Background: an optimization exercise with open tools, aiming at small area and a short achievable clock period. Do not read the settings as production practice. In this exercise RTL edits were held to simulation tests only and were not proved equivalent to the original. Power figures rest on the tool's default switching activity, not on a simulated workload.

### flow/constraint.sdc
create_clock -name core_clock -period 25.0 [get_ports {clk}]
set_input_delay 5.0000 -clock core_clock [delete_from_list [all_inputs] [get_ports {clk}]]
set_output_delay 5.0000 -clock core_clock [all_outputs]
set_load 0.01 [all_outputs]
### flow/flow/run.sh
#!/bin/bash
# Standard ORFS layout, with plain buffers on the ports, smaller clock
# buffers and no CTS dummy loads, and timing repair aimed below the period.
set -euo pipefail
bash standard.sh \
  "BUFFER_PORTS_ARGS=-buffer_cell sky130_fd_sc_hd__buf_1" \
  "CTS_ARGS=-sink_clustering_enable -repair_clock_nets -dont_use_dummy_load -buf_list {sky130_fd_sc_hd__clkbuf_8} -sink_clustering_size 20 -sink_clustering_max_diameter 80" \
  "SETUP_SLACK_MARGIN=18.8" \
  finish > make.log 2>&1
### flow/standard.sh
#!/bin/bash
# synth_recipe.tcl (not shown) runs the flow's synth.tcl, then flattens the netlist and writes it again
# the make line also repeats each setting of config.mk as NAME=value (left out here)
make -C /OpenROAD-flow-scripts/flow DESIGN_CONFIG=/design/flow/config.mk WORK_HOME=/design/flow/orfs CLKGATE_MAP_FILE= SYNTH_SCRIPT=/design/flow/synth_recipe.tcl "${@:-finish}"
### flow/config.mk
export PLATFORM = sky130hd
export DESIGN_NAME = eac32_inspect
export DESIGN_NICKNAME = eac32_inspect
export VERILOG_FILES = /design/flow/design.v
export SDC_FILE = /design/flow/constraint.sdc
export NUM_CORES = 4
export LEC_CHECK = 0
export ABC_CLOCK_PERIOD_IN_PS = 6000
export CAP_MARGIN = 20
export CORE_MARGIN = 2
export CORE_UTILIZATION = 60
export PLACE_DENSITY = 0.7
export SLEW_MARGIN = 20
### flow/design.v
module eac32_inspect (
    input  wire         clk,
    input  wire         rst,
    input  wire         in_valid,
    input  wire [127:0] in_data,
    input  wire [4:0]   in_nbytes,
    input  wire         in_last,
    output reg          rpt_valid,
    output wire [31:0]  rpt_magic,
    output wire [31:0]  rpt_sum,
    output wire [31:0]  rpt_err,
    output wire [31:0]  rpt_explen,
    output wire [31:0]  rpt_lenf,
    output wire [31:0]  rpt_lenb,
    output wire [31:0]  rpt_flags
);
    reg [127:0] d;           
    reg [4:0]   d_nb;
    reg         d_last;
    reg         d_v;         
    reg [31:0]  q;           
    reg         f1, f2;      
    reg         d_short;     
    reg [3:0]   d_keep;      
    wire [2:0]  in_nw = in_nbytes[4:2];
    wire        q_clr;
    wire        q_en  = (in_valid & f1 & (~in_last | (in_nw != 3'd0))) | q_clr;
    wire [3:0]  q_pick = {4{~q_clr}} & {in_nbytes[3:2] == 2'd3, in_nbytes[3:2] == 2'd2,
                                         in_nbytes[3:2] == 2'd1, in_nbytes[3:2] == 2'd0};
    wire [31:0] q_sel = (d[127:96] & {32{q_pick[1]}}) | (d[95:64] & {32{q_pick[2]}}) |
                        (d[63:32]  & {32{q_pick[3]}}) | (d[31:0]  & {32{q_pick[0]}});
    always @(posedge clk) begin
        d_nb   <= in_nbytes;
        d_last <= in_last;
        d_short <= ~f2 & ~(f1 & (in_nw != 3'd0));
        d_v    <= in_valid & ~rst;
        d_keep <= {4{in_valid & ~rst}} &
                  {in_nw[2], in_nw[2] | (in_nw[1] & in_nw[0]), in_nw[2] | in_nw[1], in_nw != 3'd0};
        if (in_valid)
            d <= in_data;
        if (rst) begin
            f1 <= 1'b0;
            f2 <= 1'b0;
        end else if (in_valid) begin
            f1 <= ~in_last;
            f2 <= ~in_last & f1;
        end
        if (q_en)
            q <= q_sel;
    end
    reg [31:0] acc;
    reg [29:0] lenb;
    reg [31:0] magic;
    reg        fresh;        
    wire [2:0] d_nw = d_nb[4:2];
    wire [31:0] m0 = d[127:96] & {32{d_keep[0]}};
    wire [31:0] m1 = d[95:64]  & {32{d_keep[1]}};
    wire [31:0] m2 = d[63:32]  & {32{d_keep[2]}};
    wire [31:0] m3 = d[31:0]   & {32{d_keep[3]}};
    wire [31:0] a0 = acc & {32{~fresh}};
    function [63:0] csa;
        input [31:0] x, y, z;
        reg   [31:0] s, c, h;
        begin
            h = x ^ y;
            s = h ^ z;
            c = (x & y) | (z & h);
            csa = {c[30:0], c[31], s};
        end
    endfunction
    wire [63:0] l1 = csa(m0, m1, m2);
    wire [63:0] l2 = csa(l1[31:0], l1[63:32], m3);
    wire [63:0] l3 = csa(l2[31:0], l2[63:32], a0);
    reg  [31:0] acc_n;
    reg  [31:0] pg, pp, ng, np, cin;
    integer     lv, b;
    always @(*) begin
        pg = l3[31:0] & l3[63:32];
        pp = l3[31:0] ^ l3[63:32];
        for (lv = 0; lv < 5; lv = lv + 1) begin
            ng = pg;
            np = pp;
            for (b = 0; b < 32; b = b + 1)
                if ((b >> lv) & 1) begin
                    ng[b] = pg[b] | (pp[b] & pg[((b >> lv) << lv) - 1]);
                    np[b] = pp[b] & pp[((b >> lv) << lv) - 1];
                end
            pg = ng;
            pp = np;
        end
        cin = {pg[30:0] | (pp[30:0] & {31{pg[31]}}), pg[31]};
        acc_n = l3[31:0] ^ l3[63:32] ^ cin;
    end
    wire        ld_last = d_v & d_last;
    wire [25:0] lhi     = lenb[29:4] & {26{~fresh}};
    reg  [25:0] lcy;
    integer     lb;
    always @(*) begin
        lcy[0] = d_v & (~d_last | d_nb[4]);
        for (lb = 1; lb < 26; lb = lb + 1)
            lcy[lb] = lcy[lb-1] & lhi[lb-1];
    end
    wire [25:0] lhi_n   = lhi ^ lcy;
    wire [29:0] lenb_n  = {lhi_n, ld_last ? d_nb[3:0] : 4'd0};
    wire        ld_magic = d_v & fresh;
    wire [31:0] magic_n  = ld_magic ? m0 : magic;
    wire        small_n = (magic_n[31:16] == 16'h1111);
    wire        large_n = (magic_n[31:16] == 16'h1114);
    wire        mok_n   = small_n | large_n;
    wire        sok_n   = (small_n & (lenb_n == 30'h0004_0000)) |
                          (large_n & (lenb_n == 30'h0008_0000));
    wire        mp_n    = (lenb_n[29:2] != 28'd0);
    wire        dw_n    = (lenb_n[1:0] == 2'd0);
    wire        kb_n    = (lenb_n[9:0] == 10'd0);
    wire        a256_n  = (lenb_n[17:0] == 18'd0);
    wire        lp_n    = ~d_short;
    wire        lok_n   = lp_n & (q == {2'b00, lenb_n});
    wire        ck_n    = (&(l3[31:0] ^ l3[63:32])) | (&(l3[31:0] & l3[63:32]));
    assign q_clr = ld_last & d_short;
    reg [19:0] flags;
    reg        small_r;
    always @(posedge clk) begin
        acc  <= acc_n;
        lenb <= lenb_n;
        if (ld_magic)
            magic <= m0;
        small_r <= small_n;
        flags <= {~lok_n, ~a256_n, mok_n & ~sok_n, ~mok_n,
                  6'd0,
                  ck_n, lok_n, lp_n, a256_n, kb_n, dw_n, sok_n, large_n, mok_n, mp_n};
        if (rst) begin
            fresh     <= 1'b1;
            rpt_valid <= 1'b0;
        end else begin
            if (d_v)
                fresh <= d_last;
            rpt_valid <= ld_last;
        end
    end
    assign rpt_magic  = magic;
    assign rpt_sum    = acc;
    assign rpt_err    = ~acc;
    assign rpt_explen = {12'd0, flags[2], small_r, 18'd0};
    assign rpt_lenf   = q;
    assign rpt_lenb   = {2'b00, lenb};
    assign rpt_flags  = {12'd0, flags};
endmodule
==> reports/qor.yml, run 1 <==
setup_repair_after_global_routing_missed_its_margin: "true"
max-cap-violations: 0
worst_slack_ns: 18.75
timing.clock.skew_ns: 0.0385
core-area_um2: 24400
globalRouteTotalUtil_pct: 28.5
port_buffers: 311
critical_path.max_stage_delay_ns: 0.53
p_leak_nw: 6.94
power.switching_fraction_pct: 31.0
critPathKind: "flip-flop to primary output"
cts_max_path_buffers: 3
synth_sequential_area_ratio_pct: 49.9
grt_first_pass_wirelength_mm: 56.2
vias_per_cell: 5.48
max-slew-margin-rel_pct: 31.8
footprint_of_the_multi_input_gates_um2: 7190
fin_crit_ns: 6.25
avgSynthCellArea_um2: 12.9
total_power_mw: 1.04
cts_hold_buf: 0
p_switching_uw: 322
ys.flop_type: "sky130_fd_sc_hd__edfxtp_1"
setup.worst_path.start_class: "flip-flop"
timing.final.hold_violations: 0
cts_root_buf: "sky130_fd_sc_hd__clkbuf_8"
timing.critical_path.buf_inv: 1
crit_arrival_ns: 1.25
cts_buffers: 18
syn2layout_area_growth_pct: 14.5
final_min_period_over_clock_period_pct: 25.0
layout_common_cells: "287 x sky130_fd_sc_hd__buf_1, 176 x sky130_fd_sc_hd__edfxtp_1, 122 x sky130_fd_sc_hd__and2_1, 97 x sky130_fd_sc_hd__fa_1, 93 x sky130_fd_sc_hd__dfxtp_1"
gp_routability_congestion: 0.881
drc: 0
first_global_vias: 9896
tightestPinTransition_ns: 1.02
start_util_pct: 61.3
tritoncts_clock_tree: "done"
initial_antenna_violation_count: 0
post-place-ws_ns: 18.17
finalSetupViolCount: 0
worstHoldPathType: "flip-flop to flip-flop"
postSynthCellCount: 1156
final_common_cell: "sky130_fd_sc_hd__buf_1"
max-vdd-ir-drop_uv: 57.8
via_count: 9969
clkSinkCount: 285
antenna_violating_nets_post_route: 0
setup.worst_path.end_class: "primary output"
power.share.combinational_pct: 24.3
die_x_um: 162
worst_ep_required_ns: 20.00
ys_types: 67
seqPwrFrac_pct: 56.2
timing.critical_path.slowest_stage_cell: "sky130_fd_sc_hd__edfxtp_1"
dieHeight_um: 162
drtPass1Iterations: 5
layout.filler_cells: 1843
crit_family: "flip-flops"
cellInternalPower_uw: 717
fp-row-count: 57
synth-edff-count: 176
fp.dieArea_um2: 26200
synth_async_reset_ratio_pct: 0
mappedNetlistArea_um2: 15000
grt_overflow_total: 0
drt-wirelength-per-cell_um: 20.6
drt_iter0_markers: 745
synth.yosys.warnings: 1
place.detailed.instances: 1762
hpwl_mm: 28.5
fin_setup_tns_ns: 0
max_clock_freq_mhz: 160
path_cells: "clkbuf_2"
synth.ff_latch_count: 285
worst-path-max-fanout: 2
largest_net_degree_at_the_start_of_global_routing: 53
postRouteWirelength_mm: 37.5
io_pins: 362
report.final.slew_viol_count: 0
power.density_nw_per_um2: 60.6
post_route_cells_drive_above_1_share_pct: 13.7
design.final.nets: 1787
cts_htree_levels: 1
antennaDiodeCount: 0
clock_latency_ns: 0.55
share_of_total_power_in_the_clock_network_pct: 19.5
cts.clk_slew.worst_paths_ns: 0.12
flip_flop_and_latch_area_um2: 7490
status: "no timing/DRC/antenna violations"
post_layout_nonfiller_instances: 1818
## flip-flops by register name (all words and copies together) (netlist names)
name and flops:
d_short 1, flags 14, d_last 1, f1 1
rpt_valid 1, acc 32, d_v 1, f2 1
magic 32, q 32, lenb 30, d 128
d_keep 4, small_r 1, d_nb 5, fresh 1
## metrics by stage
| stage | util [%] | hold WS (ns) | area [um2] |
|---|---|---|---|
| finish | 70.2 | 0.431 | 17100 |
| global route | 70.2 | 0.445 | 17100 |
| CTS | 69.1 | 0.435 | 16900 |
| detailed placement | 67.2 | 0.410 | 16400 |
| global placement | 67.2 | 0.411 | 16400 |
| floorplan | - | 0.362 | 15300 |
## routing by layer
metal  vias to the layer above  wire [um]  GRT usage, %  part of all wire (%)
li1                       4545          -             -                     -
met1                      4908      15200          39.6                    41
met2                       440      18300          47.2                    49
met3                        76       2780          4.19                   7.4
met4                         0       1240          8.73                   3.3
met5                         -          0             0                     0
## final cells by class
class / count / share of cell area [%]
flip-flops and latches: 285 / 43.8
well taps: 324 / 2.37
repair buffers: 359 / 9.15
inverters: 60 / 1.31
clock buffers: 18 / 1.45
multi-input cells: 772 / 42.0
## logic make-up (layout without fill, tap and decap cells)
family,count (synthesis),after routing,synth area share (%)
flops,285,285,49.9
buf+inv,148,437,5.05
simple gates,393,393,14.4
mux,40,40,5.41
other cells,1,50,0.0251
compound gates,80,80,4.23
xor+xnor,55,55,3.22
fa+ha+maj,154,154,17.7
## final timing paths
kind	start	end	slack, ns	depth (start not counted)
worst max-delay path	q[8]	rpt_lenf[8]	18.75	1
worst min-delay path	f2	d_short	0.43	1
worst min register to register	f2	d_short	0.43	1
worst max register to register	lenb[4]	flags[17]	18.90	31
## power groups by stage
stage          registers (mW)  logic, mW  clock network [mW]
6_report                0.583      0.253               0.202
5_1_grt                 0.586      0.278               0.223
4_1_cts                 0.582      0.250               0.208
3_5_place_dp            0.592      0.241                   0
3_3_place_gp            0.592      0.239                   0
2_1_floorplan           0.590      0.149                   0
## synthesized netlist by cell type (all sizes together) (25+ instances only)
cell    instances  area share [%]
nor2           72             1.8
dfxtp         109              15
clkbuf         28            0.70
mux4           32             4.8
nand2          50             1.3
and2          123             5.2
fa             97              13
buf            60             2.8
xor2           25             1.5
nor2b          67             2.8
inv            60             1.5
xnor2          30             1.8
ha             57             4.8
edfxtp        176              35
## timing repair
action                                  4_1_cts  5_1_grt
resized for setup                            37       41
pin swaps                                     3        4
buffers inserted                             20       18
endpoints found under the setup margin       65       72
==> run 2: changes to the inputs <==
==> flow/flow/run.sh (replaced) <==
#!/bin/bash
# Standard ORFS layout, with plain buffers on the ports, smaller clock
# buffers and no CTS dummy loads, and timing repair aimed below the period.
set -euo pipefail
bash standard.sh \
  "BUFFER_PORTS_ARGS=-buffer_cell sky130_fd_sc_hd__buf_1" \
  "CTS_ARGS=-sink_clustering_enable -repair_clock_nets -dont_use_dummy_load -buf_list {sky130_fd_sc_hd__clkbuf_8 sky130_fd_sc_hd__clkbuf_16} -sink_clustering_size 20 -sink_clustering_max_diameter 80" \
  "SETUP_SLACK_MARGIN=18.8" \
  finish > make.log 2>&1
==> run 2 against run 1 <==
Effect of this change: first-iteration DRC count is 0.81% higher; design area is 0.41% higher; highest routed layer unchanged; combinational power is 2% lower.
==> reports/qor.yml, run 2 <==
largest_register_ffs: 128  # unchanged
synth_sequential_area_ratio_pct: 49.9  # unchanged
drt-wirelength-per-cell_um: 21.0  # +1.9%
post_layout_nonfiller_instances: 1798  # -1.1%
synth.top_cells.by_count: "176 x sky130_fd_sc_hd__edfxtp_1, 122 x sky130_fd_sc_hd__and2_1, 109 x sky130_fd_sc_hd__dfxtp_1"
worst_slack_ns: 18.80  # +0.0529 ns
synth_top_area_cell: "sky130_fd_sc_hd__edfxtp_1"
dieHeight_um: 162  # unchanged
fin_worst_hold_slack_ns: 0.430  # -0.00119 ns
clock_latency_ns: 0.51  # -0.04 ns
initial_antenna_violation_count: 0  # unchanged
setup_repair_after_global_routing_missed_its_margin: "true"
core-area_um2: 24400  # unchanged
synthTopCellsByArea: "sky130_fd_sc_hd__edfxtp_1 35%, sky130_fd_sc_hd__dfxtp_1 15%, sky130_fd_sc_hd__fa_1 13%"
cts_htree_levels: 1  # unchanged
layout_common_cells: "304 x sky130_fd_sc_hd__buf_1, 176 x sky130_fd_sc_hd__edfxtp_1, 122 x sky130_fd_sc_hd__and2_1, 104 x sky130_fd_sc_hd__dfxtp_1, 97 x sky130_fd_sc_hd__fa_1"
ys.flop_type: "sky130_fd_sc_hd__edfxtp_1"
cts_root_buf: "sky130_fd_sc_hd__clkbuf_16"
cts_max_path_buffers: 3  # unchanged
via_count: 9906  # -0.63%
grt_overflow_total: 0  # unchanged
setup.worst_path.end_class: "primary output"
p_leak_nw: 6.89  # -0.60%
worst_ep_required_ns: 20.00  # about the same
synth_top_area_share_pct: 35.3  # unchanged
final_min_period_over_clock_period_pct: 24.8  # -0.21 points
path_cells: "clkbuf_2"
critPathKind: "flip-flop to primary output"
postRouteWirelength_mm: 37.8  # +0.79%
post-route-cell-area_um2: 17200  # +0.41%
total_power_mw: 1.11  # +6.5%
fin_setup_tns_ns: 0  # unchanged
report.final.slew_viol_count: 0  # unchanged
status: "no timing/DRC/antenna violations"
post-place-ws_ns: 18.17  # unchanged
first_global_vias: 9913  # +0.17%
grt_first_pass_wirelength_mm: 56.4  # +0.42%
registers.top_by_ff_count: "d"
synth.ff_latch_count: 285  # unchanged
drtPass1Iterations: 4  # -1
final_common_cell: "sky130_fd_sc_hd__buf_1"
place.detailed.instances: 1762  # unchanged
power.density_nw_per_um2: 64.3  # +6.1%
crit_family: "flip-flops"
crit_arrival_ns: 1.20  # -0.05 ns
antenna_violating_nets_post_route: 0  # unchanged
io_pins: 362  # unchanged
gp_routability_congestion: 0.881  # unchanged
synth_most_common_cell: "sky130_fd_sc_hd__edfxtp_1"
port_buffers: 311  # unchanged
max-slew-margin-rel_pct: 32.3  # +0.44 points
vias_per_cell: 5.51  # +0.47%
ys_types: 67  # unchanged
start_util_pct: 61.3  # unchanged
postSynthCellCount: 1156  # unchanged
clkSinkCount: 285  # unchanged
design.final.nets: 1767  # -1.1%
max-vdd-ir-drop_uv: 73.7  # +28%
largest_net_degree_at_the_start_of_global_routing: 53  # unchanged
die_x_um: 162  # unchanged
mappedNetlistArea_um2: 15000  # unchanged
worst-path-max-fanout: 2  # unchanged
finalSetupViolCount: 0  # unchanged
total_placed_instance_area_um2: 16400  # unchanged
tightestPinTransition_ns: 1.01  # -0.00664 ns
timing.critical_path.buf_inv: 1  # unchanged
worstHoldPathType: "flip-flop to flip-flop"
cts_buffers: 18  # unchanged
synth.yosys.warnings: 1  # unchanged
tritoncts_clock_tree: "done"
antennaDiodeCount: 0  # unchanged
hpwl_mm: 28.5  # unchanged
timing.clock.skew_ns: 0.0277  # -0.0108 ns
timing.critical_path.slowest_stage_cell: "sky130_fd_sc_hd__edfxtp_1"
avgSynthCellArea_um2: 12.9  # unchanged
max_clock_freq_mhz: 161  # +0.85%
globalRouteTotalUtil_pct: 28.7  # +0.23 points
fp.dieArea_um2: 26200  # unchanged
post_layout_utilization_of_the_core_pct: 70.5  # +0.29 points
fin_crit_ns: 6.20  # -0.0529 ns
fp-row-count: 57  # unchanged
critical_path.max_stage_delay_ns: 0.51  # -0.02 ns
syn2layout_area_growth_pct: 15.0
cts_hold_buf: 0  # unchanged
synth_async_reset_ratio_pct: 0  # unchanged
synth-edff-count: 176  # unchanged
setup.worst_path.start_class: "flip-flop"
max-cap-violations: 0  # unchanged
post_route_cells_drive_above_1_share_pct: 10.2  # -3.5 points
drc: 0  # unchanged
timing.final.hold_violations: 0  # unchanged
cts.clk_slew.worst_paths_ns: 0.08  # -0.04 ns
drt_iter0_markers: 751  # +0.81%
[run 2: cell count changes in the layout (fill, tap and decap cells not counted), moves of 8 or more]
cell | before | now
sky130_fd_sc_hd__buf_4 | 46 | 25
sky130_fd_sc_hd__clkbuf_16 | 0 | 18
sky130_fd_sc_hd__clkbuf_8 | 18 | 0
sky130_fd_sc_hd__buf_1 | 287 | 304
sky130_fd_sc_hd__dfxtp_1 | 93 | 104
sky130_fd_sc_hd__dfxtp_2 | 13 | 2
sky130_fd_sc_hd__buf_2 | 10 | 0
sky130_fd_sc_hd__inv_2 | 8 | 0
[run 2: final timing paths]
kind	startpoint	endpoint	slack, ns	depth (start not counted)
max	q[8]	rpt_lenf[8]	18.80	1
min reg2reg	d_short	flags[7]	0.43	1
min	d_short	flags[7]	0.43	1
max reg2reg	lenb[4]	flags[17]	18.95	31
[run 2: where the power goes]
group	internal (mW)	total [mW]	switching, mW	leakage, nW
Sequential	0.549	0.582	0.0326	2.61
Combinational	0.0959	0.248	0.152	4.06
Clock	0.128	0.277	0.148	0.222
Total	0.773	1.11	0.333	6.89
[run 2: repair_timing]
item / in CTS / in global routing
gates cloned: 1 / 0
buffers inserted: 9 / 8
setup endpoints to repair: 41 / 29
pin swaps: 3 / 4
resized for setup: 14 / 35
[run 2: final cells by class]
| cell class | count | area, um2 |
|---|---|---|
| multi-input cells | 773 | 7250 |
| fillers | 1847 | 7190 |
| repair buffers | 338 | 1390 |
| flip-flops and latches | 285 | 7480 |
| clock buffers | 18 | 450 |
| well taps | 324 | 405 |
| inverters | 60 | 228 |
[run 2: kinds of logic after synthesis]
logic type,synth area share (%)
compound gates,4.23
xor+xnor,3.22
fa+ha+maj,17.7
buf+inv,5.05
flops,49.9
mux,5.41
other cells,0.0251
simple gates,14.4
[run 2: metal layers]
layer	global-route usage [%]	routed length, um	vias to the layer above
met3	4.57	2560	65
li1	-	-	4516
met1	39.8	15500	4902
met4	8.97	1280	0
met5	0	0	-
met2	47.4	18400	423
==> run 3: changes to the inputs <==
==> flow/flow/run.sh (replaced) <==
#!/bin/bash
# Standard ORFS layout, with plain buffers on the ports, smaller clock
# buffers and no CTS dummy loads, and timing repair aimed below the period.
set -euo pipefail
bash standard.sh \
  "BUFFER_PORTS_ARGS=-buffer_cell sky130_fd_sc_hd__buf_1" \
  "CTS_ARGS=-sink_clustering_enable -repair_clock_nets -dont_use_dummy_load -buf_list {sky130_fd_sc_hd__clkbuf_8} -sink_clustering_size 16 -sink_clustering_max_diameter 60" \
  "SETUP_SLACK_MARGIN=18.8" \
  finish > make.log 2>&1
==> run 3 against run 2 <==
Effect of this change: still clean on timing, DRC and antenna; sequential share of layout area about the same; power shrank 3.5%; worst hold slack improved by 0.0027 ns; utilization increased by 0.056 points; maximum frequency is 1.2% lower; largest cell class unchanged.
==> reports/qor.yml, run 3 <==
setup.worst_path.start_class: "flip-flop"
setup_repair_after_global_routing_missed_its_margin: "true"
synth.ff_latch_count: 285  # unchanged
path_cells: "buf_1"
max-vdd-ir-drop_uv: 48.5  # -34%
port_buffers: 311  # unchanged
start_util_pct: 61.3  # unchanged
synthTopCellsByArea: "sky130_fd_sc_hd__edfxtp_1 35%, sky130_fd_sc_hd__dfxtp_1 15%, sky130_fd_sc_hd__fa_1 13%"
synth.top_cells.by_count: "176 x sky130_fd_sc_hd__edfxtp_1, 122 x sky130_fd_sc_hd__and2_1, 109 x sky130_fd_sc_hd__dfxtp_1"
largest_net_degree_at_the_start_of_global_routing: 53  # unchanged
grt_overflow_total: 0  # unchanged
fp-row-count: 57  # unchanged
initial_antenna_violation_count: 0  # unchanged
globalRouteTotalUtil_pct: 28.6  # -0.090 points
tightestPinTransition_ns: 1.04  # +0.0269 ns
mappedNetlistArea_um2: 15000  # unchanged
postSynthCellCount: 1156  # unchanged
io_pins: 362  # unchanged
flip_flop_and_latch_area_um2: 7490  # +0.13%
synth_compound_area_share_pct: 4.23  # unchanged
synth_top_family_by_area: "adder cells"
gp_routability_congestion: 0.881  # unchanged
layout_common_cells: "288 x sky130_fd_sc_hd__buf_1, 176 x sky130_fd_sc_hd__edfxtp_1, 122 x sky130_fd_sc_hd__and2_1, 97 x sky130_fd_sc_hd__fa_1, 96 x sky130_fd_sc_hd__dfxtp_1"
max-slew-margin-rel_pct: 30.5  # -1.8 points
p_leak_nw: 6.98  # +1.3%
synth_area_in_xor_xnor_pct: 3.22  # unchanged
cts.clk_slew.worst_paths_ns: 0.10  # +0.02 ns
max-cap-violations: 0  # unchanged
final_min_period_over_clock_period_pct: 25.1  # +0.29 points
synth-edff-count: 176  # unchanged
drtPass1Iterations: 5  # +1
fin_setup_tns_ns: 0  # unchanged
synth_most_common_cell: "sky130_fd_sc_hd__edfxtp_1"
worst_ep_required_ns: 20.00  # about the same
total_placed_instance_area_um2: 16400  # unchanged
core-area_um2: 24400  # unchanged
hpwl_mm: 28.5  # unchanged
status: "no timing/DRC/antenna violations"
power.density_nw_per_um2: 62.0  # -3.6%
setup.worst_path.end_class: "primary output"
critical_path.max_stage_delay_ns: 0.51  # about the same
drt_iter0_markers: 696  # -7.3%
crit_family: "flip-flops"
max_clock_freq_mhz: 159  # -1.2%
worst_slack_ns: 18.73  # -0.0727 ns
syn2layout_area_growth_pct: 15.1  # about the same
clkSinkCount: 285  # unchanged
synth.yosys.warnings: 1  # unchanged
report.final.slew_viol_count: 0  # unchanged
timing.clock.skew_ns: 0.0555  # +0.0278 ns
cts_htree_levels: 1  # unchanged
synth_top_area_share_pct: 35.3  # unchanged
antenna_violating_nets_post_route: 0  # unchanged
worst-path-max-fanout: 2  # unchanged
postRouteWirelength_mm: 37.6  # -0.37%
yosys.area_share.simple_pct: 14.4  # unchanged
synth_top_area_cell: "sky130_fd_sc_hd__edfxtp_1"
first_global_vias: 10000  # +0.89%
timing.critical_path.slowest_stage_cell: "sky130_fd_sc_hd__edfxtp_1"
design.final.nets: 1793  # +1.5%
avgSynthCellArea_um2: 12.9  # unchanged
synth_async_reset_ratio_pct: 0  # unchanged
critPathKind: "flip-flop to primary output"
drt-wirelength-per-cell_um: 20.6  # -1.8%
footprint_of_the_multi_input_gates_um2: 7190  # -0.79%
grt_first_pass_wirelength_mm: 56.4  # about the same
post_route_cells_drive_above_1_share_pct: 13.5  # +3.3 points
vias_per_cell: 5.47  # -0.73%
antennaDiodeCount: 0  # unchanged
crit_arrival_ns: 1.27  # +0.07 ns
clock_latency_ns: 0.57  # +0.06 ns
post_layout_nonfiller_instances: 1824  # +1.4%
fp.dieArea_um2: 26200  # unchanged
post-place-ws_ns: 18.17  # unchanged
synth_sequential_area_ratio_pct: 49.9  # unchanged
registers.top_by_ff_count: "d"
final_common_cell: "sky130_fd_sc_hd__buf_1"
largest_register_ffs: 128  # unchanged
worstHoldPathType: "flip-flop to flip-flop"
finalSetupViolCount: 0  # unchanged
ys.flop_type: "sky130_fd_sc_hd__edfxtp_1"
cts_max_path_buffers: 3  # unchanged
via_count: 9976  # +0.71%
layout.filler_cells: 1839  # -0.43%
ys_types: 67  # unchanged
dieHeight_um: 162  # unchanged
total_power_mw: 1.07  # -3.5%
cts_hold_buf: 0  # unchanged
synth_adder_area_share_pct: 17.7  # unchanged
timing.critical_path.buf_inv: 1  # unchanged
post-route-cell-area_um2: 17200  # about the same
tritoncts_clock_tree: "done"
muxShareOfSynthArea_pct: 5.41  # unchanged
die_x_um: 162  # unchanged
place.detailed.instances: 1762  # unchanged
fin_crit_ns: 6.27  # +0.0727 ns
timing.final.hold_violations: 0  # unchanged
cts_root_buf: "sky130_fd_sc_hd__clkbuf_8"
drc: 0  # unchanged
cts_buffers: 25  # +7
-- run 3: changes by cell type in the layout (fill, tap and decap cells not counted), moves of 8 or more --
| cell | change |
|---|---|
| sky130_fd_sc_hd__buf_1 | -16 |
| sky130_fd_sc_hd__buf_2 | +9 |
| sky130_fd_sc_hd__buf_4 | +20 |
| sky130_fd_sc_hd__clkbuf_16 | -18 |
| sky130_fd_sc_hd__clkbuf_8 | +25 |
| sky130_fd_sc_hd__dfxtp_1 | -8 |
| sky130_fd_sc_hd__dfxtp_2 | +8 |
-- run 3: cells by family after synthesis --
family / Yosys count
multiplexers: 40
other: 1
adder cells (fa/ha/maj): 154
AND/OR/NAND/NOR: 393
flip-flops: 285
XOR/XNOR: 55
buffers and inverters: 148
AO/OA/AOI/OAI: 80
-- run 3: path summary, 6_finish.rpt --
kind,from,endpoint,slack (ns),cells after the start
worst max-delay path,q[9],rpt_lenf[9],18.73,1
worst max register to register,lenb[4],flags[17],18.88,31
worst min register to register,f2,d_short,0.43,1
worst min-delay path,f2,d_short,0.43,1
-- run 3: what timing repair did --
action                                  CTS  global route
endpoints found under the hold margin     0             0
pin swaps                                 3             4
endpoints found under the setup margin   66            66
gates resized for setup                  31            38
setup buffers                            21            16
-- run 3: per-layer routing --
metal  GRT usage [%]  routed length [um]  vias to the layer above
met1            38.9               15300                     4918
met3            4.88                2810                       72
met2            47.6               18300                      426
met5               0                   0                        -
met4            9.33                1210                        0
li1                -                   -                     4560
-- run 3: stage by stage --
step | hold WS, ns | util [%]
final | 0.433 | 70.6
after floorplan | 0.362 | -
after global placement | 0.411 | 67.2
after CTS | 0.433 | 69.5
after detailed placement | 0.410 | 67.2
after global routing | 0.448 | 70.6
-- run 3: power breakdown --
group / switching (mW) / leakage (nW) / internal (mW)
logic: 0.152 / 4.19 / 0.0998
registers: 0.0324 / 2.61 / 0.550
clock network: 0.143 / 0.180 / 0.0891
-- run 3: cell type report --
cell class | count | area share (%)
clock buffer | 25 | 2.00
multi-input combinational | 772 | 41.8
tap | 324 | 2.36
inverter | 60 | 1.31
timing repair buffer | 358 | 9.06
sequential | 285 | 43.5
==> run 4: changes to the inputs <==
--- a/flow/design.v
+++ b/flow/design.v
@@ -22,5 +22,4 @@
     reg         f1, f2;      
     reg         d_short;     
-    reg [3:0]   d_keep;      
     wire [2:0]  in_nw = in_nbytes[4:2];
     wire        q_clr;
@@ -35,6 +34,4 @@
         d_short <= ~f2 & ~(f1 & (in_nw != 3'd0));
         d_v    <= in_valid & ~rst;
-        d_keep <= {4{in_valid & ~rst}} &
-                  {in_nw[2], in_nw[2] | (in_nw[1] & in_nw[0]), in_nw[2] | in_nw[1], in_nw != 3'd0};
         if (in_valid)
             d <= in_data;
@@ -54,8 +51,8 @@
     reg        fresh;        
     wire [2:0] d_nw = d_nb[4:2];
-    wire [31:0] m0 = d[127:96] & {32{d_keep[0]}};
-    wire [31:0] m1 = d[95:64]  & {32{d_keep[1]}};
-    wire [31:0] m2 = d[63:32]  & {32{d_keep[2]}};
-    wire [31:0] m3 = d[31:0]   & {32{d_keep[3]}};
+    wire [31:0] m0 = d[127:96] & {32{d_v & (d_nw != 3'd0)}};
+    wire [31:0] m1 = d[95:64]  & {32{d_v & (d_nw[2] | d_nw[1])}};
+    wire [31:0] m2 = d[63:32]  & {32{d_v & (d_nw[2] | (d_nw[1] & d_nw[0]))}};
+    wire [31:0] m3 = d[31:0]   & {32{d_v & d_nw[2]}};
     wire [31:0] a0 = acc & {32{~fresh}};
     function [63:0] csa;
@@ -111,6 +108,6 @@
                           (large_n & (lenb_n == 30'h0008_0000));
     wire        mp_n    = (lenb_n[29:2] != 28'd0);
+    wire        kb_n    = (lenb_n[9:0] == 10'd0);
     wire        dw_n    = (lenb_n[1:0] == 2'd0);
-    wire        kb_n    = (lenb_n[9:0] == 10'd0);
     wire        a256_n  = (lenb_n[17:0] == 18'd0);
     wire        lp_n    = ~d_short;
@@ -126,6 +123,5 @@
             magic <= m0;
         small_r <= small_n;
-        flags <= {~lok_n, ~a256_n, mok_n & ~sok_n, ~mok_n,
-                  6'd0,
+        flags <= {3'd0, mok_n & ~sok_n, 6'd0,
                   ck_n, lok_n, lp_n, a256_n, kb_n, dw_n, sok_n, large_n, mok_n, mp_n};
         if (rst) begin
@@ -144,4 +140,4 @@
     assign rpt_lenf   = q;
     assign rpt_lenb   = {2'b00, lenb};
-    assign rpt_flags  = {12'd0, flags};
+    assign rpt_flags  = {12'd0, ~flags[8], ~flags[6], flags[16], ~flags[1], flags[15:0]};
 endmodule
==> flow/flow/run.sh (replaced) <==
#!/bin/bash
# Standard ORFS layout, with plain buffers on the ports, smaller clock
# buffers and no CTS dummy loads, and timing repair aimed below the period.
set -euo pipefail
bash standard.sh \
  "BUFFER_PORTS_ARGS=-buffer_cell sky130_fd_sc_hd__buf_1" \
  "CTS_ARGS=-sink_clustering_enable -repair_clock_nets -dont_use_dummy_load -buf_list {sky130_fd_sc_hd__clkbuf_8 sky130_fd_sc_hd__clkbuf_16} -sink_clustering_size 20 -sink_clustering_max_diameter 80" \
  "SETUP_SLACK_MARGIN=18.8" \
  finish > make.log 2>&1
==> run 4 against run 3 <==
Effect of this change: sequential share of layout area barely moved; global-route usage rose by 2.4 points; utilization fell by 1.0 points; synthesized cell count fell by 2.5%; final cell count fell by 2.9%; routed wire length rose by 7.7%; design area fell by 2.0%; maximum frequency rose by 0.66%; flip-flop and latch count fell by 7; count of clock-buffer cells in the layout fell by 7; non-clock buffer count fell by 15; clock skew fell by 0.0043 ns; critical endpoint is now rpt_lenf[17]; largest cell class unchanged; largest power group unchanged.
==> reports/qor.yml, run 4 <==
status: "no timing/DRC/antenna violations"
setup.worst_path.end_class: "primary output"
min_delay_path_depth: 1  # unchanged
r2r_setup_slack_ns: 18.99  # +0.11 ns
power.density_nw_per_um2: 65.0  # +4.8%
via_count: 10100  # +1.0%
fin_worst_hold_slack_ns: 0.408  # -0.0247 ns
ff2ff_path_depth: 32  # +3.2%
critPathKind: "flip-flop to primary output"
die_x_um: 161  # -0.57%
cts_htree_levels: 1  # unchanged
max-slew-margin-rel_pct: 41.2  # +11 points
total_placed_instance_area_um2: 16100  # -1.8%
p_leak_nw: 6.93  # -0.74%
synth_async_reset_ratio_pct: 0  # unchanged
cts_root_buf: "sky130_fd_sc_hd__clkbuf_16"
terminus_of_the_critical_flop_to_flop_path: "rpt_flags[8]"
ys_types: 63  # -6.0%
max_clock_freq_mhz: 160  # +0.66%
clkSinkCount: 278  # -2.5%
synth-edff-count: 176  # unchanged
timing.clock.skew_ns: 0.0512  # -0.00433 ns
drt_iter0_markers: 1047  # +50%
syn2layout_area_growth_pct: 14.0
worst_ep_required_ns: 20.00  # about the same
postRouteWirelength_mm: 40.5  # +7.7%
hpwl_mm: 30.4  # +6.7%
synth_sequential_area_ratio_pct: 49.6  # -0.36 points
cts.clk_slew.worst_paths_ns: 0.09  # about the same
synth_top_area_share_pct: 35.7  # +0.42 points
synth_top_area_cell: "sky130_fd_sc_hd__edfxtp_1"
fp.dieArea_um2: 25900  # -1.1%
antenna_violating_nets_post_route: 0  # unchanged
largest_register_ffs: 128  # unchanged
tightestPinTransition_ns: 0.880  # -0.161 ns
gp_routability_congestion: 0.928  # +5.3%
post-route-cell-area_um2: 16900  # -2.0%
fin_setup_tns_ns: 0  # unchanged
vias_per_cell: 5.69  # +4.0%
crit_arrival_ns: 1.23  # -0.04 ns
first_global_vias: 9662  # -3.4%
dieHeight_um: 161  # -0.57%
worstHoldPathType: "flip-flop to flip-flop"
synthTopCellsByArea: "sky130_fd_sc_hd__edfxtp_1 36%, sky130_fd_sc_hd__dfxtp_1 14%, sky130_fd_sc_hd__fa_1 13%"
io_pins: 362  # unchanged
cts_buffers: 18  # -28%
drt-wirelength-per-cell_um: 22.9  # +11%
initial_antenna_violation_count: 0  # unchanged
report.final.slew_viol_count: 0  # unchanged
registers.top_by_ff_count: "d"
fp-row-count: 57  # unchanged
drc: 0  # unchanged
design.final.nets: 1741  # -2.9%
max-vdd-ir-drop_uv: 49.5  # +2.0%
finalSetupViolCount: 0  # unchanged
timing.final.hold_violations: 0  # unchanged
grt_overflow_total: 0  # unchanged
layout.filler_cells: 1800  # -2.1%
cts_hold_buf: 0  # unchanged
min_from: "d_short"
antennaDiodeCount: 0  # unchanged
timing.critical_path.buf_inv: 1  # unchanged
setup.worst_path.start_class: "flip-flop"
worst-path-max-fanout: 2  # unchanged
mappedNetlistArea_um2: 14800  # -1.2%
timing.critical_path.slowest_stage_cell: "sky130_fd_sc_hd__edfxtp_1"
crit_family: "flip-flops"
final_min_period_over_clock_period_pct: 24.9  # -0.16 points
setup_repair_after_global_routing_missed_its_margin: "true"
critical_path.max_stage_delay_ns: 0.53  # +0.02 ns
path_cells: "buf_1"
cts_max_path_buffers: 3  # unchanged
synth.yosys.warnings: 1  # unchanged
timing.hold.worst_endpoint: "rpt_flags[7]"
fin_crit_ns: 6.23  # -0.0410 ns
grt_first_pass_wirelength_mm: 59.1  # +4.9%
synth_most_common_cell: "sky130_fd_sc_hd__edfxtp_1"
drtPass1Iterations: 5  # unchanged
start_util_pct: 61.0  # -0.36 points
ys.flop_type: "sky130_fd_sc_hd__edfxtp_1"
largest_net_degree_at_the_start_of_global_routing: 86  # +62%
synth.ff_latch_count: 278  # -2.5%
max-cap-violations: 0  # unchanged
core-area_um2: 24200  # -0.58%
synth.top_cells.by_count: "176 x sky130_fd_sc_hd__edfxtp_1, 102 x sky130_fd_sc_hd__dfxtp_1, 97 x sky130_fd_sc_hd__fa_1"
globalRouteTotalUtil_pct: 31.0  # +2.4 points
final_common_cell: "sky130_fd_sc_hd__buf_1"
clock_latency_ns: 0.52  # -0.05 ns
tritoncts_clock_tree: "done"
avgSynthCellArea_um2: 13.1  # +1.4%
port_buffers: 311  # unchanged
rr_startpoint: "d_nb[4]"
layout_common_cells: "300 x sky130_fd_sc_hd__buf_1, 176 x sky130_fd_sc_hd__edfxtp_1, 97 x sky130_fd_sc_hd__fa_1, 95 x sky130_fd_sc_hd__dfxtp_1, 94 x sky130_fd_sc_hd__and2_1"
post_route_cells_drive_above_1_share_pct: 10.2  # -3.3 points
postSynthCellCount: 1127  # -2.5%
==> run 4: changes by cell type after synthesis, sizes merged, moves of 6 or more <==
| cell | previous run | this run |
|---|---|---|
| dfxtp | 109 | 102 |
| nand2 | 50 | 27 |
| and2 | 123 | 94 |
| nor2 | 72 | 51 |
| and3 | 11 | 41 |
| a21o | 0 | 6 |
==> run 4: layout make-up <==
cell class | instances | area [um2] | share of cell area, %
flip-flops and latches | 278 | 7340 | 43.5
well taps | 324 | 405 | 2.40
inverters | 58 | 218 | 1.29
multi-input cells | 751 | 6970 | 41.4
repair buffers | 343 | 1480 | 8.76
clock buffers | 18 | 450 | 2.67
==> run 4: worst max-delay path by stage <==
stage                      start            to  slack [ns]  cells after the start
floorplan           in_nbytes[2]          q[0]       18.75                      6
global placement        in_valid         d[71]       18.11                      2
detailed placement      in_valid         d[13]       18.07                      2
CTS                        q[17]  rpt_lenf[17]       18.77                      1
global route             d_nb[4]       acc[26]       18.73                     17
finish                     q[17]  rpt_lenf[17]       18.77                      1
==> run 4: metrics by stage <==
step	worst slack, ns	utilization [%]	std cells	power, mW
final	18.77	69.5	1772	1.10
after global routing	18.73	69.5	1772	1.14
after CTS	18.77	68.9	1758	1.09
after detailed placement	18.07	66.4	1731	0.818
after global placement	18.11	66.4	1731	0.814
after floorplan	18.75	-	1176	0.721
==> run 4: cell families after synthesis <==
| group | Yosys count | share of synthesized area [%] |
|---|---|---|
| muxes | 44 | 5.79 |
| xor gates and xnor gates | 60 | 3.55 |
| adders and majority gates | 154 | 18.0 |
| buffers and inverters | 147 | 5.11 |
| other | 1 | 0.0254 |
| and+or+nand+nor | 355 | 13.8 |
| DFF | 278 | 49.6 |
| AOI/OAI and AO/OA | 88 | 4.18 |
==> run 4: power by group <==
part	total (mW)	internal (mW)	switching, mW
clock network	0.277	0.128	0.148
logic	0.246	0.0944	0.151
registers	0.573	0.538	0.0355
==> run 4: layer usage <==
layer / share of wire [%] / GRT usage [%] / vias to the layer above / wire length (um)
li1: - / - / 4476 / -
met1: 42 / 47.5 / 4918 / 16900
met2: 44 / 45.3 / 616 / 17800
met3: 12 / 7.04 / 66 / 4750
met4: 2.6 / 8.20 / 0 / 1060
met5: 0 / 0 / - / 0
==> run 4: timing repair <==
action,CTS,global route
pin swaps,3,3
buffers inserted,8,14
resized for setup,14,26
hold endpoints to repair,0,0
cloned,1,0
setup endpoints to repair,139,119
==> run 5: changes to the inputs <==
--- a/flow/flow/run.sh
+++ b/flow/flow/run.sh
@@ -6,4 +6,4 @@
   "BUFFER_PORTS_ARGS=-buffer_cell sky130_fd_sc_hd__buf_1" \
   "CTS_ARGS=-sink_clustering_enable -repair_clock_nets -dont_use_dummy_load -buf_list {sky130_fd_sc_hd__clkbuf_8 sky130_fd_sc_hd__clkbuf_16} -sink_clustering_size 20 -sink_clustering_max_diameter 80" \
-  "SETUP_SLACK_MARGIN=18.8" \
+  "SETUP_SLACK_MARGIN=18.65" \
   finish > make.log 2>&1
==> run 5 against run 4 <==
Effect of this change: still clean; sequential power about the same; worst setup slack worse by 0.019 ns; count of clock-buffer cells in the layout is the same; clock skew shrank 0.0030 ns; critical path depth did not move; synthesized area did not move; power is 1.0% lower; global-route usage fell by 0.38 points; routed wire length decreased by 0.87%; non-clock buffer count fell by 20; clock power decreased by 2%.
==> reports/qor.yml, run 5 <==
dieHeight_um: 161  # unchanged
ys_types: 63  # unchanged
clkSinkCount: 278  # unchanged
worst_slack_ns: 18.75  # -0.0188 ns
synthTopCellsByArea: "sky130_fd_sc_hd__edfxtp_1 36%, sky130_fd_sc_hd__dfxtp_1 14%, sky130_fd_sc_hd__fa_1 13%"
vias_per_cell: 5.66  # -0.52%
antenna_violating_nets_post_route: 0  # unchanged
synth_most_common_cell: "sky130_fd_sc_hd__edfxtp_1"
worstHoldPathType: "flip-flop to flip-flop"
via_count: 9916  # -1.6%
post-place-ws_ns: 18.09  # +0.0245 ns
path_cells: "buf_1"
total_power_mw: 1.08  # -1.0%
cts_htree_levels: 1  # unchanged
cts_buffers: 18  # unchanged
fp-row-count: 57  # unchanged
avgSynthCellArea_um2: 13.1  # unchanged
finalSetupViolCount: 0  # unchanged
timing.critical_path.slowest_stage_cell: "sky130_fd_sc_hd__edfxtp_1"
grt_overflow_total: 0  # unchanged
largest_register_ffs: 128  # unchanged
drt_iter0_markers: 869  # -17%
final_min_period_over_clock_period_pct: 25.0  # +0.075 points
max-cap-violations: 0  # unchanged
die_x_um: 161  # unchanged
synth.ff_latch_count: 278  # unchanged
cts.clk_slew.worst_paths_ns: 0.08  # about the same
worst_ep_required_ns: 20.00  # about the same
setup.worst_path.start_class: "flip-flop"
hpwl_mm: 30.7  # +0.94%
max_clock_freq_mhz: 160  # -0.30%
fin_crit_ns: 6.25  # +0.0188 ns
setup.worst_path.end_class: "primary output"
timing.critical_path.buf_inv: 1  # unchanged
critical_path.max_stage_delay_ns: 0.55  # +0.02 ns
synth.yosys.warnings: 1  # unchanged
crit_arrival_ns: 1.25  # +0.02 ns
max-slew-margin-rel_pct: 40.0  # -1.2 points
post_route_cells_drive_above_1_share_pct: 7.56  # -2.6 points
clock_latency_ns: 0.51  # about the same
syn2layout_area_growth_pct: 12.7
mappedNetlistArea_um2: 14800  # unchanged
grt_first_pass_wirelength_mm: 58.5  # -1.0%
timing.final.hold_violations: 0  # unchanged
gp_routability_congestion: 0.937  # +1.0%
crit_family: "flip-flops"
drt-wirelength-per-cell_um: 22.9  # +0.20%
setup_repair_after_global_routing_missed_its_margin: "false"
initial_antenna_violation_count: 1  # +1
registers.top_by_ff_count: "d"
globalRouteTotalUtil_pct: 30.6  # -0.38 points
postSynthCellCount: 1127  # unchanged
tritoncts_clock_tree: "done"
layout_common_cells: "308 x sky130_fd_sc_hd__buf_1, 176 x sky130_fd_sc_hd__edfxtp_1, 100 x sky130_fd_sc_hd__dfxtp_1, 97 x sky130_fd_sc_hd__fa_1, 94 x sky130_fd_sc_hd__and2_1"
timing.clock.skew_ns: 0.0482  # -0.00298 ns
cts_root_buf: "sky130_fd_sc_hd__clkbuf_16"
antennaDiodeCount: 0  # unchanged
status: "no timing/DRC/antenna violations"
synth_top_area_share_pct: 35.7  # unchanged
power.density_nw_per_um2: 65.1  # +0.21%
port_buffers: 311  # unchanged
cts_hold_buf: 0  # unchanged
postRouteWirelength_mm: 40.2  # -0.87%
synth_async_reset_ratio_pct: 0  # unchanged
p_leak_nw: 6.81  # -1.8%
drtPass1Iterations: 5  # unchanged
io_pins: 362  # unchanged
core-area_um2: 24200  # unchanged
worst-path-max-fanout: 2  # unchanged
cts_max_path_buffers: 3  # unchanged
final_common_cell: "sky130_fd_sc_hd__buf_1"
critPathKind: "flip-flop to primary output"
drc: 0  # unchanged
ys.flop_type: "sky130_fd_sc_hd__edfxtp_1"
report.final.slew_viol_count: 0  # unchanged
fp.dieArea_um2: 25900  # unchanged
synth-edff-count: 176  # unchanged
largest_net_degree_at_the_start_of_global_routing: 85  # -1.2%
tightestPinTransition_ns: 0.900  # +0.0191 ns
start_util_pct: 61.0  # unchanged
max-vdd-ir-drop_uv: 71.5  # +45%
synth_sequential_area_ratio_pct: 49.6  # unchanged
design.final.nets: 1722  # -1.1%
synth.top_cells.by_count: "176 x sky130_fd_sc_hd__edfxtp_1, 102 x sky130_fd_sc_hd__dfxtp_1, 97 x sky130_fd_sc_hd__fa_1"
fin_setup_tns_ns: 0  # unchanged
synth_top_area_cell: "sky130_fd_sc_hd__edfxtp_1"
first_global_vias: 9821  # +1.6%
[run 5: layer usage]
| layer | track usage [%] | up-vias | wire length [um] |
|---|---|---|---|
| met4 | 7.39 | 0 | 874 |
| met1 | 44.8 | 4873 | 16700 |
| met2 | 46.1 | 559 | 17900 |
| met5 | 0 | - | 0 |
| met3 | 8.65 | 51 | 4610 |
| li1 | - | 4433 | - |
[run 5: area by class of cell]
class | instances | area [um2]
sequential | 278 | 7330
tap | 324 | 405
inverter | 58 | 218
timing repair buffer | 323 | 1310
clock buffer | 18 | 450
multi-input combinational | 752 | 6950
fill | 1827 | 7590
[run 5: kinds of logic (layout without fill, tap and decap cells)]
| logic type | Yosys count | count (layout) | synth area share, % |
|---|---|---|---|
| flops | 278 | 278 | 49.6 |
| fa+ha+maj | 154 | 154 | 18.0 |
| simple gates | 355 | 356 | 13.8 |
| xor+xnor | 60 | 60 | 3.55 |
| compound gates | 88 | 88 | 4.18 |
| buf+inv | 147 | 399 | 5.11 |
| mux | 44 | 44 | 5.79 |
| other cells | 1 | 50 | 0.0254 |
[run 5: worst paths after layout]
path,from,end,slack (ns),depth (start not counted)
setup / recovery,q[1],rpt_lenf[1],18.75,1
hold / removal,d_short,rpt_flags[7],0.42,1
setup reg to reg,d_nb[4],acc[23],18.95,18
hold reg to reg,d_short,rpt_flags[7],0.42,1
[run 5: power breakdown]
group	switching (mW)	internal [mW]	total, mW	leakage (nW)
combinational	0.150	0.0912	0.241	4.03
clock	0.143	0.128	0.272	0.222
sequential	0.0347	0.537	0.572	2.55
total	0.328	0.756	1.08	6.81
[run 5: repair_timing]
action                                  CTS  global route
setup buffers                             0             2
pin swaps                                 1             4
gates cloned                              1             1
resized for setup                         1            18
endpoints found under the setup margin   88            64
[run 5: worst register-to-register path, cell delays in order (launching register included)]
cell,delay [ns]
sky130_fd_sc_hd__dfxtp_4,0.36
sky130_fd_sc_hd__buf_12,0.11
sky130_fd_sc_hd__nor2_1,0.11
sky130_fd_sc_hd__nor2_4,0.49
sky130_fd_sc_hd__o21a_1,0.47
sky130_fd_sc_hd__buf_4,0.37
sky130_fd_sc_hd__and2_1,0.23
sky130_fd_sc_hd__fa_1,0.44
sky130_fd_sc_hd__fa_1,0.57
sky130_fd_sc_hd__fa_1,0.45
sky130_fd_sc_hd__ha_1,0.45
sky130_fd_sc_hd__nand2_1,0.11
sky130_fd_sc_hd__o21ai_1,0.35
sky130_fd_sc_hd__a21o_1,0.24
sky130_fd_sc_hd__o221ai_2,0.15
sky130_fd_sc_hd__a21boi_2,0.24
sky130_fd_sc_hd__o311ai_1,0.48
sky130_fd_sc_hd__a21oi_1,0.17
sky130_fd_sc_hd__xnor2_1,0.14
[run 5: per-stage QoR]
step | instance area [um2] | utilization [%] | std cells | hold WS (ns)
5_1_grt | 16700 | 68.7 | 1753 | 0.448
2_1_floorplan | 15000 | - | 1176 | 0.362
6_report | 16700 | 68.7 | 1753 | 0.419
4_1_cts | 16600 | 68.3 | 1750 | 0.416
3_5_place_dp | 16100 | 66.4 | 1731 | 0.397
3_3_place_gp | 16100 | 66.4 | 1731 | 0.398
==> run 6: changes to the inputs <==
--- a/flow/config.mk
+++ b/flow/config.mk
@@ -9,5 +9,5 @@
 export CAP_MARGIN = 20
 export CORE_MARGIN = 2
-export CORE_UTILIZATION = 60
-export PLACE_DENSITY = 0.7
+export CORE_UTILIZATION = 70
+export PLACE_DENSITY = 0.8
 export SLEW_MARGIN = 20
==> run 6 against run 5 <==
Effect of this change: final cell count shrank 2.7%; power is essentially flat; sequential power is essentially flat; maximum frequency grew 0.21%; worst hold slack lost 0.0072 ns; worst setup slack gained 0.013 ns; critical endpoint is now q[7]; routed wire length grew 2.7%; sequential share of layout area grew 0.14 points; via count grew 3.7%; highest routed layer unchanged; count of clock-buffer cells in the layout shrank 1.
==> reports/qor.yml, run 6 <==
status: "no timing/DRC/antenna violations"
synth.ff_latch_count: 278  # unchanged
p_leak_nw: 6.84  # +0.53%
cts_htree_levels: 1  # unchanged
first_global_vias: 10100  # +3.2%
synth_top_family_by_area: "adder cells"
tightestPinTransition_ns: 0.984  # +0.0840 ns
worst_ep_required_ns: 25.15  # +5.15 ns
timing.clock.skew_ns: 0.0171  # -0.0311 ns
setup.worst_path.start_class: "input port"
min_delay_path_depth: 1  # unchanged
setup_repair_after_global_routing_missed_its_margin: "true"
grt_overflow_total: 0  # unchanged
crit_start: "in_nbytes[2]"
r2r_setup_slack_ns: 18.90  # -0.05 ns
port_buffers: 311  # unchanged
avgSynthCellArea_um2: 13.1  # unchanged
fp.dieArea_um2: 22300  # -14%
max-cap-violations: 0  # unchanged
drtPass1Iterations: 6  # +1
ff2ff_path_depth: 33  # +15
core-area_um2: 20900  # -14%
ys.flop_type: "sky130_fd_sc_hd__edfxtp_1"
io_pins: 362  # unchanged
setup.worst_path.end_class: "flip-flop"
path_cells: "clkbuf_2, buf_4, nor3_1, nand2_1, a31o_4"
antennaDiodeCount: 0  # unchanged
max_clock_freq_mhz: 160  # +0.21%
cts_root_buf: "sky130_fd_sc_hd__clkbuf_16"
mappedNetlistArea_um2: 14800  # unchanged
drt-wirelength-per-cell_um: 24.2  # +5.5%
grt_first_pass_wirelength_mm: 59.6  # +1.9%
timing.critical_path.slowest_stage_cell: "sky130_fd_sc_hd__a31o_4"
max-vdd-ir-drop_uv: 76.5  # +7.0%
postSynthCellCount: 1127  # unchanged
dieHeight_um: 149  # -7.2%
start_util_pct: 70.8  # +9.8 points
rr_startpoint: "d_nb[4]"
post_layout_nonfiller_instances: 1706  # -2.7%
place.detailed.instances: 1681  # -2.9%
final_min_period_over_clock_period_pct: 24.9  # -0.052 points
critical_path.endpoint: "q[7]"
largest_register_ffs: 128  # unchanged
critPathKind: "input port to flip-flop"
power.share.combinational_pct: 22.7  # +0.5 points
synth_sequential_area_ratio_pct: 49.6  # unchanged
via_count: 10300  # +3.7%
max-slew-margin-rel_pct: 34.4  # -5.6 points
postRouteWirelength_mm: 41.2  # +2.7%
design.final.nets: 1724  # +0.12%
layout.filler_cells: 1333  # -27%
drt_iter0_markers: 951  # +9.4%
worst-path-max-fanout: 35  # +33
syn2layout_area_growth_pct: 12.4
seqPwrFrac_pct: 52.9  # +0.2 points
worst_slack_ns: 18.76  # +0.0131 ns
clkSinkCount: 278  # unchanged
final_common_cell: "sky130_fd_sc_hd__buf_1"
synth_top_area_share_pct: 35.7  # unchanged
post_route_cells_drive_above_1_share_pct: 7.34  # -0.22 points
synth_most_common_cell: "sky130_fd_sc_hd__edfxtp_1"
synth_async_reset_ratio_pct: 0  # unchanged
clock_latency_ns: 0.51  # about the same
vias_per_cell: 6.03  # +6.6%
synth.yosys.warnings: 1  # unchanged
tritoncts_clock_tree: "done"
synth_adder_area_share_pct: 18.0  # unchanged
fin_setup_tns_ns: 0  # unchanged
yosys.area_share.simple_pct: 13.8  # unchanged
registers.top_by_ff_count: "d"
synth_top_area_cell: "sky130_fd_sc_hd__edfxtp_1"
die_x_um: 149  # -7.2%
terminus_of_the_critical_flop_to_flop_path: "rpt_flags[17]"
fin_crit_ns: 6.24  # -0.0131 ns
synth.top_cells.by_count: "176 x sky130_fd_sc_hd__edfxtp_1, 102 x sky130_fd_sc_hd__dfxtp_1, 97 x sky130_fd_sc_hd__fa_1"
antenna_violating_nets_post_route: 0  # unchanged
layout_common_cells: "308 x sky130_fd_sc_hd__buf_1, 176 x sky130_fd_sc_hd__edfxtp_1, 100 x sky130_fd_sc_hd__dfxtp_1, 97 x sky130_fd_sc_hd__fa_1, 94 x sky130_fd_sc_hd__and2_1"
largest_net_degree_at_the_start_of_global_routing: 88  # +3.5%
ys_types: 63  # unchanged
synth-edff-count: 176  # unchanged
fp-row-count: 53  # -7.0%
synth_area_in_xor_xnor_pct: 3.55  # unchanged
timing.final.hold_violations: 0  # unchanged
muxShareOfSynthArea_pct: 5.79  # unchanged
globalRouteTotalUtil_pct: 36.7  # +6.1 points
synth_compound_area_share_pct: 4.18  # unchanged
finalSetupViolCount: 0  # unchanged
power.switching_fraction_pct: 30.8  # +0.51 points
post-place-ws_ns: 18.12  # +0.0270 ns
drc: 0  # unchanged
crit_arrival_ns: 6.38  # +5.13 ns
hpwl_mm: 30.9  # +0.70%
cts_max_path_buffers: 3  # unchanged
worstHoldPathType: "flip-flop to flip-flop"
synthTopCellsByArea: "sky130_fd_sc_hd__edfxtp_1 36%, sky130_fd_sc_hd__dfxtp_1 14%, sky130_fd_sc_hd__fa_1 13%"
p_switching_uw: 333  # +1.7%
initial_antenna_violation_count: 0  # -1
critical_path.max_stage_delay_ns: 0.52  # -0.03 ns
power.density_nw_per_um2: 65.3  # +0.26%
report.final.slew_viol_count: 0  # unchanged
gp_routability_congestion: 0.971  # +3.6%
share_of_total_power_in_the_clock_network_pct: 24.4  # -0.7 points
cts.clk_slew.worst_paths_ns: 0.09  # about the same
cts_buffers: 17  # -1
total_power_mw: 1.08  # about the same
cellInternalPower_uw: 751  # -0.75%
run 6: changes by cell type in the layout (fill, tap and decap cells not counted), sizes merged:
cell and delta:
buf +2, clkinvlp +1, inv -1
run 6: cell type report:
cell class / instances / area [um2] / area share (%)
flip-flops and latches: 278 / 7330 / 44.2
repair buffers: 326 / 1350 / 8.13
inverters: 58 / 221 / 1.33
clock buffers: 17 / 425 / 2.56
well taps: 275 / 344 / 2.07
multi-input cells: 752 / 6940 / 41.8
run 6: worst min-delay path by stage:
| stage | slack (ns) | start | to |
|---|---|---|---|
| CTS | 0.41 | d_short | rpt_flags[7] |
| global route | 0.42 | d_short | rpt_flags[7] |
| detailed placement | 0.38 | d_short | rpt_flags[7] |
| floorplan | 0.36 | d_short | rpt_flags[7] |
| global placement | 0.39 | d_short | rpt_flags[7] |
| finish | 0.41 | f2 | d_short |
run 6: cells by family after synthesis:
family | count (synthesis)
other | 1
muxes | 44
AOI/OAI and AO/OA | 88
and+or+nand+nor | 355
DFF | 278
xor gates and xnor gates | 60
adders and majority gates | 154
buffers and inverters | 147
run 6: per-stage QoR:
| stage | hold slack [ns] | cell area [um2] | util (%) |
|---|---|---|---|
| final | 0.412 | 16600 | 79.5 |
| after global routing | 0.423 | 16600 | 79.5 |
| after CTS | 0.413 | 16500 | 79.0 |
| after detailed placement | 0.384 | 16000 | 76.7 |
| after global placement | 0.387 | 16000 | 76.7 |
| after floorplan | 0.362 | 15000 | - |
run 6: what timing repair did:
action                                  in CTS  in global routing
gates cloned                                 1                  1
buffers inserted                             2                  4
hold buffers                                 0                  0
resized for setup                            6                 13
pin swaps                                    1                  2
endpoints found under the setup margin      86                 39
run 6: routing by layer:
metal,vias to the layer above,routed length (um),track usage [%]
met4,0,1380,11.2
li1,4436,-,-
met1,5053,15700,51.2
met3,88,5200,10.2
met5,-,0,0
met2,706,18900,57.3
run 6: critical path: cells and delay by family:
kind,cells,cell delay (ns)
compound gates,1,0.52
buf+inv,2,0.56
simple gates,2,0.21
run 6: power groups by stage:
stage               clock network, mW  registers [mW]  logic [mW]
detailed placement                  0           0.582       0.237
finish                          0.265           0.574       0.246
CTS                             0.265           0.572       0.240
global route                    0.281           0.576       0.266
global placement                    0           0.581       0.231
floorplan                           0           0.577       0.143
==> run 7: changes to the inputs <==
--- a/flow/design.v
+++ b/flow/design.v
@@ -101,7 +101,7 @@
     wire [29:0] lenb_n  = {lhi_n, ld_last ? d_nb[3:0] : 4'd0};
     wire        ld_magic = d_v & fresh;
-    wire [31:0] magic_n  = ld_magic ? m0 : magic;
-    wire        small_n = (magic_n[31:16] == 16'h1111);
-    wire        large_n = (magic_n[31:16] == 16'h1114);
+    reg         small_r, large_r;    
+    wire        small_n = ld_magic ? (m0[31:16] == 16'h1111) : small_r;
+    wire        large_n = ld_magic ? (m0[31:16] == 16'h1114) : large_r;
     wire        mok_n   = small_n | large_n;
     wire        sok_n   = (small_n & (lenb_n == 30'h0004_0000)) |
@@ -116,13 +116,14 @@
     assign q_clr = ld_last & d_short;
     reg [19:0] flags;
-    reg        small_r;
     always @(posedge clk) begin
         acc  <= acc_n;
         lenb <= lenb_n;
-        if (ld_magic)
-            magic <= m0;
-        small_r <= small_n;
+        if (ld_magic) begin
+            magic   <= m0;
+            small_r <= small_n;
+            large_r <= large_n;
+        end
         flags <= {3'd0, mok_n & ~sok_n, 6'd0,
-                  ck_n, lok_n, lp_n, a256_n, kb_n, dw_n, sok_n, large_n, mok_n, mp_n};
+                  ck_n, lok_n, lp_n, a256_n, kb_n, dw_n, sok_n, 1'b0, mok_n, mp_n};
         if (rst) begin
             fresh     <= 1'b1;
@@ -137,7 +138,7 @@
     assign rpt_sum    = acc;
     assign rpt_err    = ~acc;
-    assign rpt_explen = {12'd0, flags[2], small_r, 18'd0};
+    assign rpt_explen = {12'd0, large_r, small_r, 18'd0};
     assign rpt_lenf   = q;
     assign rpt_lenb   = {2'b00, lenb};
-    assign rpt_flags  = {12'd0, ~flags[8], ~flags[6], flags[16], ~flags[1], flags[15:0]};
+    assign rpt_flags  = {12'd0, ~flags[8], ~flags[6], flags[16], ~flags[1], flags[15:3], large_r, flags[1:0]};
 endmodule
--- a/flow/config.mk
+++ b/flow/config.mk
@@ -9,5 +9,5 @@
 export CAP_MARGIN = 20
 export CORE_MARGIN = 2
-export CORE_UTILIZATION = 70
-export PLACE_DENSITY = 0.8
+export CORE_UTILIZATION = 60
+export PLACE_DENSITY = 0.7
 export SLEW_MARGIN = 20
==> run 7 against run 6 <==
Effect of this change: critical endpoint is now q[12]; utilization decreased by 11 points; register-to-register slack improved by 0.03 ns; largest cell class unchanged; first-iteration DRC count fell by 10%; flip-flop and latch count unchanged.
==> reports/qor.yml, run 7 <==
finalSetupViolCount: 0  # unchanged
layout.filler_cells: 1820  # +37%
synth-edff-count: 194  # +10%
crit_family: "compound AO/OA/AOI/OAI gates"
cts_max_path_buffers: 3  # unchanged
timing.clock.skew_ns: 0.0496  # +0.0325 ns
avgSynthCellArea_um2: 13.4  # +2.3%
drtPass1Iterations: 5  # -1
power.density_nw_per_um2: 64.5  # -1.2%
vias_per_cell: 5.56  # -7.7%
antennaDiodeCount: 0  # unchanged
timing.critical_path.slowest_stage_cell: "sky130_fd_sc_hd__a31o_4"
timing.critical_path.buf_inv: 2  # unchanged
critical_path.max_stage_delay_ns: 0.65  # +0.13 ns
timing.final.hold_violations: 0  # unchanged
synth.top_cells.by_count: "194 x sky130_fd_sc_hd__edfxtp_1, 98 x sky130_fd_sc_hd__and2_1, 97 x sky130_fd_sc_hd__fa_1"
ys_types: 55  # -13%
clock_latency_ns: 0.52  # about the same
drt_iter0_markers: 856  # -10%
drc: 0  # unchanged
synth_async_reset_ratio_pct: 0  # unchanged
tritoncts_clock_tree: "done"
synth_top_area_cell: "sky130_fd_sc_hd__edfxtp_1"
critPathKind: "input port to flip-flop"
drt-wirelength-per-cell_um: 21.9  # -9.5%
max-cap-violations: 0  # unchanged
io_pins: 362  # unchanged
p_leak_nw: 6.79  # -0.72%
post_route_cells_drive_above_1_share_pct: 7.11  # -0.23 points
layout_common_cells: "308 x sky130_fd_sc_hd__buf_1, 194 x sky130_fd_sc_hd__edfxtp_1, 98 x sky130_fd_sc_hd__and2_1, 97 x sky130_fd_sc_hd__fa_1, 82 x sky130_fd_sc_hd__dfxtp_1"
core-area_um2: 24200  # +16%
cts_root_buf: "sky130_fd_sc_hd__clkbuf_16"
mappedNetlistArea_um2: 14700  # -0.32%
antenna_violating_nets_post_route: 0  # unchanged
min_from: "f2"
die_x_um: 161  # +7.6%
post_layout_utilization_of_the_core_pct: 68.9  # -11 points
worst_ep_required_ns: 25.11  # -0.04 ns
ff2ff_path_depth: 33  # unchanged
critical_path.endpoint: "q[12]"
max-vdd-ir-drop_uv: 62.4  # -19%
final_min_period_over_clock_period_pct: 25.0  # +0.043 points
clkSinkCount: 278  # unchanged
synth_most_common_cell: "sky130_fd_sc_hd__edfxtp_1"
report.final.slew_viol_count: 0  # unchanged
postSynthCellCount: 1098  # -2.6%
grt_overflow_total: 0  # unchanged
setup.worst_path.start_class: "input port"
globalRouteTotalUtil_pct: 29.1  # -7.7 points
initial_antenna_violation_count: 1  # +1
start_util_pct: 60.8  # -10 points
registers.top_by_ff_count: "d"
port_buffers: 311  # unchanged
cts_htree_levels: 1  # unchanged
status: "no timing/DRC/antenna violations"
synth_top_area_share_pct: 39.5  # +3.8 points
cts.clk_slew.worst_paths_ns: 0.09  # about the same
final_common_cell: "sky130_fd_sc_hd__buf_1"
syn2layout_area_growth_pct: 13.3
crit_start: "in_valid"
via_count: 9626  # -6.4%
synth_sequential_area_ratio_pct: 50.9  # +1.4 points
setup.worst_path.end_class: "flip-flop"
grt_first_pass_wirelength_mm: 55.7  # -6.6%
fin_crit_ns: 6.25  # +0.0108 ns
fin_setup_tns_ns: 0  # unchanged
first_global_vias: 9797  # -3.3%
largest_net_degree_at_the_start_of_global_routing: 73  # -17%
synth.yosys.warnings: 1  # unchanged
synth.ff_latch_count: 278  # unchanged
worstHoldPathType: "flip-flop to flip-flop"
## run 7: metal layers
metal	routed length, um	GRT usage (%)	vias up
met5	0	0	-
li1	-	-	4360
met2	17700	46.4	500
met4	1110	8.97	0
met1	15400	40.4	4703
met3	3680	6.77	63
## run 7: cell type report
cell class / instances / area (um2) / share of cell area [%]
flip-flops and latches: 278 / 7510 / 45.0
multi-input cells: 726 / 6760 / 40.5
repair buffers: 330 / 1390 / 8.30
clock buffers: 17 / 425 / 2.55
well taps: 324 / 405 / 2.43
inverters: 55 / 206 / 1.24
## run 7: worst min path at each step
stage                   end  slack [ns]  cells past startpoint
3_5_place_dp   rpt_flags[7]        0.39                      1
2_1_floorplan  rpt_flags[7]        0.36                      1
4_1_cts        rpt_flags[7]        0.42                      1
6_report            d_short        0.43                      1
3_3_place_gp   rpt_flags[7]        0.39                      1
5_1_grt             d_short        0.43                      1
## run 7: report_power, final
part	total (mW)	leakage [nW]	internal, mW	switching [mW]
sequential	0.574	2.58	0.541	0.0333
clock	0.263	0.209	0.122	0.142
combinational	0.239	4.00	0.0913	0.148
## run 7: worst reg2reg max path, delay by kind of cell (launching register included)
kind,cells,cell delay (ns)
AOI/OAI and AO/OA,1,0.13
adders and majority gates,25,4.60
buffers and inverters,1,0.12
and+or+nand+nor,6,0.73
DFF,1,0.38
## run 7: repair_timing
item | in CTS | in global routing
cloned | 1 | 1
pin swaps | 0 | 6
buffers inserted | 1 | 4
resized for setup | 7 | 17
endpoints found under the setup margin | 83 | 36
hold buffers | 0 | 0
## run 7: kinds of logic (layout without fill, tap and decap cells)
group                      Yosys count  in the layout  synth area share, %
and+or+nand+nor                    349            349                 13.6
DFF                                278            278                 50.9
buffers and inverters              143            402                 5.04
adders and majority gates          154            154                 18.0
other                                1             50               0.0254
AOI/OAI and AO/OA                   81             81                 3.95
muxes                               32             32                 4.89
xor gates and xnor gates            60             60                 3.57
## run 7: stage by stage
| step | setup WS [ns] | area, um2 | total power [mW] | std cells | hold slack [ns] |
|---|---|---|---|---|---|
| 2_1_floorplan | 18.66 | 15000 | 0.723 | 1147 | 0.362 |
| 3_3_place_gp | 17.98 | 16100 | 0.815 | 1706 | 0.387 |
| 3_5_place_dp | 17.88 | 16100 | 0.817 | 1706 | 0.393 |
| 4_1_cts | 18.68 | 16600 | 1.08 | 1725 | 0.415 |
| 5_1_grt | 18.59 | 16700 | 1.12 | 1730 | 0.432 |
| 6_report | 18.75 | 16700 | 1.08 | 1730 | 0.429 |

Setup slack of run 7, layout unchanged: 18.753 ns with ideal ports, 18.717 ns with driving cells assumed (clock clkbuf_16, inputs buf_2), 18.236 ns with port delays also shifted by the 0.543 ns mid clock arrival.
